This design comes from an exercise in tuning for small area, a short achievable clock period and few clock cycles per item on the open sky130 flow, not from production work. Only simulation tests tie the RTL to the original design; equivalence was not proved. No activity file was given, so power comes from the tool's default toggle rates.

==> flow/design.v <==
module rbc #(
    parameter integer N_RX        = 32,
    parameter integer N_TX        = 32,
    parameter [7:0]   ESC_CHAR    = 8'h1B,
    parameter [7:0]   CANCEL_CHAR = 8'h18
) (
    input  wire        clk,
    input  wire        rst,
    input  wire        f_cmd_valid,
    input  wire [15:0] f_cmd,
    output reg         f_cmd_ready,
    output reg         f_rsp_valid,
    output wire [15:0] f_rsp,
    input  wire        a_enter,
    input  wire        a_leave,
    output reg         a_active,
    input  wire        a_cmd_valid,
    input  wire [15:0] a_cmd,
    output wire        a_cmd_ready,
    output reg         a_rsp_valid,
    output wire [15:0] a_rsp,
    input  wire        rx_valid,
    input  wire [7:0]  rx_byte,
    output reg         rx_ready,
    output reg         tx_valid,
    output reg  [7:0]  tx_byte,
    input  wire        tx_ready,
    output reg         cancel_pulse,
    output wire        cancel_pend
);
    localparam [7:0] CR = 8'h0D;
    localparam [7:0] LF = 8'h0A;
    localparam [3:0] OP_NOP = 4'h0, OP_RD = 4'h1, OP_WR = 4'h2, OP_RXPOP = 4'h3,
                     OP_TXPUSH = 4'h4, OP_RXEMPTY = 4'h5, OP_TXFULL = 4'h6,
                     OP_FSTEP = 4'h7, OP_CTLR = 4'h8, OP_CTLS = 4'h9, OP_CTLC = 4'hA,
                     OP_STAT = 4'hB, OP_CACK = 4'hC, OP_PTRR = 4'hD;
    wire [255:0] rx_flat, tx_flat;    
    reg [4:0] rx_head, rx_tail;
    reg [4:0] tx_head, tx_tail;
    reg       tx_ne;                  
    reg escf;
    reg cpend;
    reg rxie, txie, crlf, imask;
    reg [10:0] rsp;
    assign f_rsp = {5'b00000, rsp};
    assign a_rsp = {5'b00000, rsp};
    wire [7:0] ctrl = {4'b0000, imask, crlf, txie, rxie};
    wire rx_empty = (rx_head == rx_tail);
    wire rx_full  = (rx_head + 5'd1 == rx_tail);
    wire tx_full  = (tx_head + 5'd1 == tx_tail);
    wire tx_full2 = (tx_head + 5'd2 == tx_tail);    
    wire tx_last  = (tx_tail + 5'd1 == tx_head);    
    assign a_cmd_ready = a_active;
    wire   accept      = a_active ? a_cmd_valid : f_cmd_valid;
    wire [15:0] w      = a_active ? a_cmd : f_cmd;
    wire   a_open      = a_enter && !a_active && !imask && !f_cmd_valid;
    wire   a_close     = a_leave &&  a_active && !a_cmd_valid;
    wire   rxp_step    = rx_valid && rx_ready;
    wire   txc_step    = tx_valid && tx_ready;
    assign cancel_pend = cpend;
    wire [3:0] op = w[15:12];
    wire [7:0] d  = w[7:0];
    wire z_ok  = (w[11:8] == 4'h0);
    wire d_z   = (d == 8'h00);
    wire is_nop    = (op == OP_NOP);
    wire is_rd     = (op == OP_RD) || (op == OP_RXPOP);
    wire is_wr     = (op == OP_WR);
    wire is_txpush = (op == OP_TXPUSH);
    wire is_rxemp  = (op == OP_RXEMPTY);
    wire is_txful  = (op == OP_TXFULL);
    wire is_fstep  = (op == OP_FSTEP);
    wire is_ctlr   = (op == OP_CTLR);
    wire is_ctls   = (op == OP_CTLS);
    wire is_ctlc   = (op == OP_CTLC);
    wire is_stat   = (op == OP_STAT);
    wire is_cack   = (op == OP_CACK);
    wire is_ptrr   = (op == OP_PTRR);
    wire no_operand = is_nop || is_rd || is_rxemp || is_txful || is_ctlr || is_stat || is_cack;
    wire legal = z_ok && (op[3:1] != 3'b111) &&
                 !(no_operand && !d_z) && !(is_ptrr && (d[7:3] != 5'd0));
    wire go = accept && legal;
    wire acc_z     = accept && z_ok;
    wire go_wr     = acc_z && is_wr;
    wire go_txpush = acc_z && is_txpush;
    wire go_fstep  = acc_z && is_fstep;
    wire go_ctls   = acc_z && is_ctls;
    wire go_ctlc   = acc_z && is_ctlc;
    wire go_rd     = acc_z && is_rd && d_z;
    wire go_cack   = acc_z && is_cack && d_z;
    wire f_cancel = escf && (d == CANCEL_CHAR);
    wire f_none   = !escf && (d == ESC_CHAR);
    wire f_lit    = !f_cancel && !f_none;
    wire crlf_ins = crlf && (d == LF);
    wire push1 = !tx_full && ((go_wr && f_lit) || go_txpush);
    wire push2 = go_wr && crlf_ins && !tx_full && !tx_full2;
    wire [7:0] tx_d1 = (is_wr && crlf_ins) ? CR : d;
    reg       pw1, pw2;
    reg [4:0] pw_slot;
    reg [7:0] pw_data;
    always @(posedge clk) begin
        pw1     <= push1;
        pw2     <= push2;
        pw_slot <= tx_head;
        pw_data <= tx_d1;
    end
    wire [7:0] tx_d_even = pw_slot[0] ? LF : pw_data;
    wire [7:0] tx_d_odd  = pw_slot[0] ? pw_data : LF;
    wire [4:0]   tx_tail1 = tx_tail + 5'd1;
    wire [255:0] tx_rot = {tx_flat[7:0], tx_flat[255:8]};
    wire [7:0]   tx_m1  = tx_rot[{tx_tail, 3'b000} +: 8];
    wire [7:0]   tx_q1  = (pw1 && pw_slot  == tx_tail1) ? pw_data :
                          (pw2 && pw_slot  == tx_tail)  ? LF : tx_m1;
    wire [7:0] rx_q = rx_flat[{rx_tail, 3'b000} +: 8];
    wire [7:0] ptr_sel = (d[1:0] == 2'd0) ? {3'b000, tx_head} :
                         (d[1:0] == 2'd1) ? {3'b000, tx_tail} :
                         (d[1:0] == 2'd2) ? {3'b000, rx_tail} :
                                            {3'b000, rx_head};
    wire [7:0] ptr_val = d[2] ? (ptr_sel ^ (ptr_sel >> 1)) : ptr_sel;
    wire [7:0] status = {4'b0000, cpend, escf, tx_full ? 1'b0 : 1'b1, !rx_empty};
    wire l_rd    = z_ok && is_rd && d_z;
    wire l_push  = z_ok && is_txpush;
    wire l_rxemp = z_ok && is_rxemp && d_z;
    wire l_txful = z_ok && is_txful && d_z;
    wire l_fstep = z_ok && is_fstep;
    wire l_ctl   = z_ok && ((is_ctlr && d_z) || is_ctls || is_ctlc);
    wire l_stat  = z_ok && is_stat && d_z;
    wire l_cack  = z_ok && is_cack && d_z;
    wire l_ptrr  = z_ok && is_ptrr && (d[7:3] == 5'd0);
    wire [10:0] rsp_next =
        {1'b0, !legal, 9'h000} |
        ({11{l_rd && !rx_empty}}    & {3'b001, rx_q}) |
        ({11{l_push && !tx_full}}   & 11'h100) |
        ({11{l_rxemp && rx_empty}}  & 11'h100) |
        ({11{l_txful && tx_full}}   & 11'h100) |
        ({11{l_fstep && f_cancel}}  & 11'h400) |
        ({11{l_fstep && f_lit}}     & {3'b001, d}) |
        ({11{l_ctl}}                & {3'b001, ctrl}) |
        ({11{l_stat}}               & {3'b001, status}) |
        ({11{l_cack && cpend}}      & 11'h100) |
        ({11{l_ptrr}}               & {3'b001, ptr_val});
    genvar gi;
    generate
        for (gi = 0; gi < 32; gi = gi + 1) begin : g_slot
            wire tx_we1 = pw1 && (pw_slot == gi);
            wire tx_we2 = pw2 && (pw_slot == (gi + 31) % 32);    
            reg [7:0] tq, rq;
            always @(posedge clk) begin
                if (tx_we1 || tx_we2) tq <= (gi % 2 == 0) ? tx_d_even : tx_d_odd;
                if (rxp_step && !rx_full && (rx_head == gi)) rq <= rx_byte;
            end
            assign tx_flat[8*gi +: 8] = tq;
            assign rx_flat[8*gi +: 8] = rq;
        end
    endgenerate
    wire a_active_n = a_open ? 1'b1 : a_close ? 1'b0 : a_active;
    reg [3:0] ctrl_n;     
    always @(*) begin
        ctrl_n = {imask, crlf, txie | (go_wr && f_lit && !tx_full), rxie};
        if (go_ctls) ctrl_n = ctrl[3:0] | d[3:0];
        if (go_ctlc) ctrl_n = ctrl[3:0] & ~d[3:0];
    end
    wire tx_ne_n = push1 || (tx_ne && !(txc_step && tx_last));
    always @(posedge clk) begin
        if (rst) begin
            rx_head <= 5'd0; rx_tail <= 5'd0;
            tx_head <= 5'd0; tx_tail <= 5'd0;
            tx_ne <= 1'b0;
            escf <= 1'b0; cpend <= 1'b0;
            rxie <= 1'b0; txie <= 1'b0; crlf <= 1'b1; imask <= 1'b0;
            a_active <= 1'b0; f_cmd_ready <= 1'b1;
            rx_ready <= 1'b0; tx_valid <= 1'b0;
            f_rsp_valid <= 1'b0; a_rsp_valid <= 1'b0;
            cancel_pulse <= 1'b0;
        end else begin
            f_rsp_valid  <= accept && !a_active;
            a_rsp_valid  <= accept &&  a_active;
            cancel_pulse <= (go_wr || go_fstep) && f_cancel;
            a_active    <= a_active_n;
            f_cmd_ready <= !a_active_n;
            {imask, crlf, txie, rxie} <= ctrl_n;
            rx_ready <= !a_active_n && !ctrl_n[3] && ctrl_n[0];
            tx_valid <= !a_active_n && !ctrl_n[3] && ctrl_n[1] && tx_ne_n;
            tx_ne    <= tx_ne_n;
            if (rxp_step && !rx_full) rx_head <= rx_head + 5'd1;
            if (txc_step) tx_tail <= tx_tail + 5'd1;
            if (go_rd && !rx_empty) rx_tail <= rx_tail + 5'd1;
            if (push2) tx_head <= tx_head + 5'd2;
            else if (push1) tx_head <= tx_head + 5'd1;
            if (go_wr || go_fstep) begin
                escf <= f_none;
                if (f_cancel) cpend <= 1'b1;
            end
            if (go_cack) cpend <= 1'b0;
        end
    end
    always @(posedge clk) begin
        if (!tx_ne || (txc_step && tx_last)) tx_byte <= tx_d1;
        else if (txc_step) tx_byte <= tx_q1;
    end
    always @(posedge clk) rsp <= rsp_next;
endmodule
clock: 8.0 ns
lec_check: 0
cap_margin: 20
core_margin: 2
core_utilization: 55
cts_cluster_diameter: 100
cts_cluster_size: 24
gpl_routability_driven: 0
place_density: 0.75
setup_slack_margin: 5
slew_margin: 20
standard.sh (not shown) runs the stock make flow with config.mk's settings and CLKGATE_MAP_FILE= SYNTH_SCRIPT=/design/flow/synth_recipe.tcl, a recipe that flattens the netlist after the stock synthesis.
==> flow/flow/run.sh <==
#!/bin/bash
set -euo pipefail
export BUFFER_PORTS_ARGS="-buffer_cell sky130_fd_sc_hd__buf_1"
bash standard.sh > standard_flow.log 2>&1
Testbench counts at the start, summed over its fixed seeds: cycles 77,611, commands 38,712.
==> next run, changes <==
- CORE_UTILIZATION: 55 -> 45
- GPL_ROUTABILITY_DRIVEN: 0 -> default
- PLACE_DENSITY: 0.75 -> 0.65
The changed run passed the timing, design-rule and antenna checks; critical path depth is lower by 1; global-route usage is lower by 3.4 points; worst hold slack improved by 0.018 ns; sequential share of layout area falls by 0.44 points; routed wire length is higher by a few percent; synthesized area is unchanged; final cell count came out higher by a few percent; setup slack is better by 0.021 ns.
==> next run, changes <==
- CORE_UTILIZATION: 45 -> 62
- PLACE_DENSITY: 0.65 -> 0.8
=>
- The new run went through all stages and came out clean
- global-route usage climbs by 7.5 points
- power is higher slightly
- core utilization increases by 19 points
- worst hold slack gets better by 0.0078 ns
- synthesized area does not change
- clock power stays flat
- fmax went down slightly
- final area came out lower slightly
- final cell count went down by a little under a tenth
- critical path depth does not change
==> next run, changes <==
- CORE_UTILIZATION: 62 -> 40
- CTS_CLUSTER_SIZE: 24 -> 30
- PLACE_DENSITY: 0.8 -> 0.6
Power went down by 3.1%; maximum frequency climbs by 0.88%; area after synthesis is unchanged; first-iteration DRC count is lower by 10%; wire length goes up by about 2.3%; cell area grows by about 0.9%; core utilization went down by 24 points.

* * *

// rbc: RTL as listed in full above, without the edits since
==> flow/config.mk <==
export PLATFORM = sky130hd
export DESIGN_NAME = rbc
export DESIGN_NICKNAME = rbc
export VERILOG_FILES = /design/flow/design.v
export SDC_FILE = /design/flow/constraint.sdc
export NUM_CORES = 4
export LEC_CHECK = 0
export CAP_MARGIN = 20
export CORE_MARGIN = 2
export CORE_UTILIZATION = 40
export CTS_CLUSTER_DIAMETER = 100
export CTS_CLUSTER_SIZE = 24
export PLACE_DENSITY = 0.6
export SETUP_SLACK_MARGIN = 5
export SLEW_MARGIN = 20
==> flow/constraint.sdc <==
create_clock -name core_clock -period 8.0 [get_ports {clk}]
set_input_delay 1.6000 -clock core_clock [delete_from_list [all_inputs] [get_ports {clk}]]
set_output_delay 1.6000 -clock core_clock [all_outputs]
set_load 0.01 [all_outputs]
Scripts as last shown in full above: flow/flow/run.sh
Testbench counts at the start, summed over its fixed seeds: cycles 77,611, commands 38,712.
Rerun with:
Settings changed: CORE_UTILIZATION 40 to 55, PLACE_DENSITY 0.6 to 0.75.
- sequential power hardly moves
- count of clock-buffer cells in the layout does not change
- wire length went down by 5.1%
- cell area went down by 1.1%
- via count went up by 2.3%
- die area went down by 27%
- maximum frequency went down by 0.38%
- clock skew went down by 0.018 ns
- global-route usage went up by 5.8 points
- setup slack is worse by 0.011 ns
- register-to-register slack is worse by 0.02 ns
Rerun with:
Settings changed: CORE_UTILIZATION 55 to 40, CTS_CLUSTER_SIZE 24 to 27, PLACE_DENSITY 0.75 to 0.6.
Final area rose by 0.90%.
Area after synthesis stays the same.
Final cell count rose by 8.8%.
Sequential cell count is unchanged.
Clock-buffer cell count fell by 7.
Setup slack improved by 0.043 ns.
Rerun with:
==> flow/flow/run.sh (replaced) <==
#!/bin/bash
set -euo pipefail
export BUFFER_PORTS_ARGS="-buffer_cell sky130_fd_sc_hd__buf_1"
sed 's/SETUP_SLACK_MARGIN=5 /SETUP_SLACK_MARGIN=5.3 /' standard.sh > standard_m.sh
grep -q 'SETUP_SLACK_MARGIN=5.3 ' standard_m.sh
bash standard_m.sh > standard_flow.log 2>&1
Settings changed: CORE_UTILIZATION 40 to 55, CTS_CLUSTER_SIZE 27 to 24, PLACE_DENSITY 0.6 to 0.75.
Effect: Non-clock buffer count came out higher by 47. Via count goes up by 6.0%. Area after synthesis is unchanged. Worst setup slack got worse by 0.017 ns. Total power rose by 1.9%. Wire length is about the same. Utilization is higher by 19 points. Die area goes down by 27%. Sequential power is about the same.

* * *

Starts from the design.v that is shown in full above.
Settings: LEC_CHECK=0, CAP_MARGIN=20, CORE_MARGIN=2, CORE_UTILIZATION=55, CTS_CLUSTER_DIAMETER=100, CTS_CLUSTER_SIZE=24, PLACE_DENSITY=0.75, SETUP_SLACK_MARGIN=5, SLEW_MARGIN=20; clock period 8.0 ns.
run.sh (not shown) runs the stock make flow with config.mk's settings and CLKGATE_MAP_FILE= SYNTH_SCRIPT=/design/flow/synth_recipe.tcl, a recipe that flattens the netlist after the stock synthesis.
Stock flow here: none of the scripts above is used.
Testbench counts at the start, summed over its fixed seeds: cycles 77,611, commands 38,712.
Edit:
==> flow/flow/run.sh (new file) <==
#!/bin/bash
set -euo pipefail
export BUFFER_PORTS_ARGS="-buffer_cell sky130_fd_sc_hd__buf_1"
bash standard.sh > standard_flow.log 2>&1
==> flow/standard.sh (new file) <==
#!/bin/bash
# synth_recipe.tcl (not shown) runs the flow's synth.tcl, then flattens the netlist and writes it again
# the make line also repeats each setting of config.mk as NAME=value (left out here)
make -C /OpenROAD-flow-scripts/flow DESIGN_CONFIG=/design/flow/config.mk WORK_HOME=/design/flow/orfs CLKGATE_MAP_FILE= SYNTH_SCRIPT=/design/flow/synth_recipe.tcl "${@:-finish}"
- CTS_CLUSTER_DIAMETER: 100 -> 120
- CTS_CLUSTER_SIZE: 24 -> 28
removed: flow/run.sh
What happened:
- The new run completed with no timing, DRC or antenna violations
- die area is unchanged
- combinational power goes down by 14%
- total power goes down by 3.2%
- count of clock-buffer cells in the layout goes down by 7
- register-to-register slack gets worse by 0.02 ns
- sequential share of layout area goes up by 2.3 points
- first-iteration DRC count goes up by 21%
- via count goes down by 1.7%

* * *

Another version of the RTL of rbc (not shown whole).
Size: ~1400 cells after synthesis, roughly 580 flip-flops, ~97 I/O pins.
Settings: LEC_CHECK=0, CAP_MARGIN=20, CORE_MARGIN=2, CORE_UTILIZATION=55, PLACE_DENSITY=0.75, SETUP_SLACK_MARGIN=5, SLEW_MARGIN=20; clock period 8.0 ns.
Stock flow here: none of the scripts above is used.
The starting point completed with no timing, DRC or antenna violations.
Testbench counts at the start, summed over its fixed seeds: cycles 77,611, commands 38,712.
Change:
--- a/flow/config.mk
+++ b/flow/config.mk
@@ -8,6 +8,6 @@
 export CAP_MARGIN = 20
 export CORE_MARGIN = 2
-export CORE_UTILIZATION = 55
-export PLACE_DENSITY = 0.75
-export SETUP_SLACK_MARGIN = 5
+export CORE_UTILIZATION = 40
+export PLACE_DENSITY = 0.6
+export SETUP_SLACK_MARGIN = 4.7
 export SLEW_MARGIN = 20
=>
- via count shrinks by 4.0%
- cell count grows by 7.9%
- clock skew barely changes
- die area grows by 37%
Change:
--- a/flow/config.mk
+++ b/flow/config.mk
@@ -8,6 +8,8 @@
 export CAP_MARGIN = 20
 export CORE_MARGIN = 2
-export CORE_UTILIZATION = 40
-export PLACE_DENSITY = 0.6
-export SETUP_SLACK_MARGIN = 4.7
+export CORE_UTILIZATION = 55
+export CTS_CLUSTER_DIAMETER = 100
+export CTS_CLUSTER_SIZE = 30
+export PLACE_DENSITY = 0.75
+export SETUP_SLACK_MARGIN = 5
 export SLEW_MARGIN = 20
Result:
- clock power drops by 49%
- area after synthesis stays the same
- total power drops by 22%
- routed wire length drops by 5.4%
- sequential power hardly moves
- cell count drops by 10%
- critical path depth climbs by 2
- hold slack improves by 25 ps
- core utilization climbs by 15 points
Change:
--- a/flow/config.mk
+++ b/flow/config.mk
@@ -8,8 +8,6 @@
 export CAP_MARGIN = 20
 export CORE_MARGIN = 2
-export CORE_UTILIZATION = 55
-export CTS_CLUSTER_DIAMETER = 100
-export CTS_CLUSTER_SIZE = 30
-export PLACE_DENSITY = 0.75
+export CORE_UTILIZATION = 40
+export PLACE_DENSITY = 0.6
 export SETUP_SLACK_MARGIN = 5
 export SLEW_MARGIN = 20
Outcome:
- The changed run passed the timing, design-rule and antenna checks
- register-to-register slack got worse by 90 ps
- count of clock-buffer cells in the layout climbs by 27
- synthesized cell count does not change
- worst setup slack improved by 26 ps
- area after synthesis stays the same
- combinational power climbs by a little under a tenth
Change:
--- a/flow/config.mk
+++ b/flow/config.mk
@@ -8,6 +8,8 @@
 export CAP_MARGIN = 20
 export CORE_MARGIN = 2
-export CORE_UTILIZATION = 40
-export PLACE_DENSITY = 0.6
+export CORE_UTILIZATION = 55
+export CTS_CLUSTER_DIAMETER = 60
+export CTS_CLUSTER_SIZE = 30
+export PLACE_DENSITY = 0.75
 export SETUP_SLACK_MARGIN = 5
 export SLEW_MARGIN = 20
The changed run finished clean.
Synthesized area stays the same.
Wire length fell by 5.6%.
Count of clock-buffer cells in the layout fell by 28.
Combinational power shrinks by about 3%.
Via count rose by 1.6%.
Worst hold slack loses 15 ps.
Power went down by 12%.
Change:
--- a/flow/config.mk
+++ b/flow/config.mk
@@ -9,6 +9,6 @@
 export CORE_MARGIN = 2
 export CORE_UTILIZATION = 55
-export CTS_CLUSTER_DIAMETER = 60
-export CTS_CLUSTER_SIZE = 30
+export CTS_CLUSTER_DIAMETER = 100
+export CTS_CLUSTER_SIZE = 24
 export PLACE_DENSITY = 0.75
 export SETUP_SLACK_MARGIN = 5
Result:
- The new run ran to the end with no violations
- register-to-register slack improved by 50 ps
- core utilization goes down by 0.92 points
- cell area went down slightly

[afterwards: timing with drivers on the ports]
In the flow no input, the clock included, has a driving cell. The finished layouts below were timed again as built, in two steps. Step 1, drivers: a clkbuf_16 drives clk and a buf_2 each remaining input, both assumed. Step 2 also shifts input and output timing later by t, the mid clock arrival at the registers, as if the neighbouring blocks saw the same clock. Slacks: ideal ports / drivers / drivers and shift; pairs: ideal ports / drivers.
| run | shift t [ns] | slack for setup (ns) | worst hold slack (ns) |
|---|---|---|---|
| the first run of note 1 | 0.645 | 5.036 / 5.074 / 4.429 | 0.488 / 0.488 / 0.488 |
| the second run of note 1 | 0.653 | 5.058 / 5.067 / 4.444 | 0.506 / 0.506 / 0.506 |
| the third run of note 1 | 0.641 | 5.044 / 5.073 / 4.432 | 0.514 / 0.514 / 0.514 |
| the fourth run of note 1 | 0.631 | 5.070 / 5.010 / 4.475 | 0.510 / 0.510 / 0.510 |
| the first run of note 2 | 0.659 | 5.048 / 4.988 / 4.447 | 0.502 / 0.502 / 0.502 |
| the second run of note 2 | 0.645 | 5.036 / 5.074 / 4.429 | 0.488 / 0.488 / 0.488 |
| the third run of note 2 | 0.639 | 5.079 / 5.027 / 4.472 | 0.513 / 0.513 / 0.513 |
| the fourth run of note 2 | 0.643 | 5.062 / 5.056 / 4.432 | 0.512 / 0.512 / 0.512 |
| the first run of note 3 | 0.649 | 5.037 / 5.034 / 4.419 | 0.523 / 0.523 / 0.523 |
| the second run of note 3 | 0.633 | 5.008 / 5.043 / 4.410 | 0.488 / 0.488 / 0.488 |
| the first run of note 4 | 0.659 | 4.878 / 4.908 / 4.249 | 0.525 / 0.525 / 0.525 |
| the second run of note 4 | 0.665 | 4.721 / 4.740 / 4.075 | 0.505 / 0.505 / 0.505 |
| the third run of note 4 | 0.628 | 4.889 / 4.906 / 4.278 | 0.530 / 0.530 / 0.530 |
| the fourth run of note 4 | 0.676 | 4.915 / 4.930 / 4.253 | 0.539 / 0.539 / 0.539 |
| the fifth run of note 4 | 0.629 | 4.826 / 4.860 / 4.232 | 0.524 / 0.524 / 0.524 |
| the sixth run of note 4 | 0.646 | 4.905 / 4.932 / 4.286 | 0.531 / 0.531 / 0.531 |
After both steps setup and hold are still met in every run listed. The setup slack of the fourth run of note 4, which loses most, moves by +0.015 ns with the drivers and by -0.662 ns with both steps.
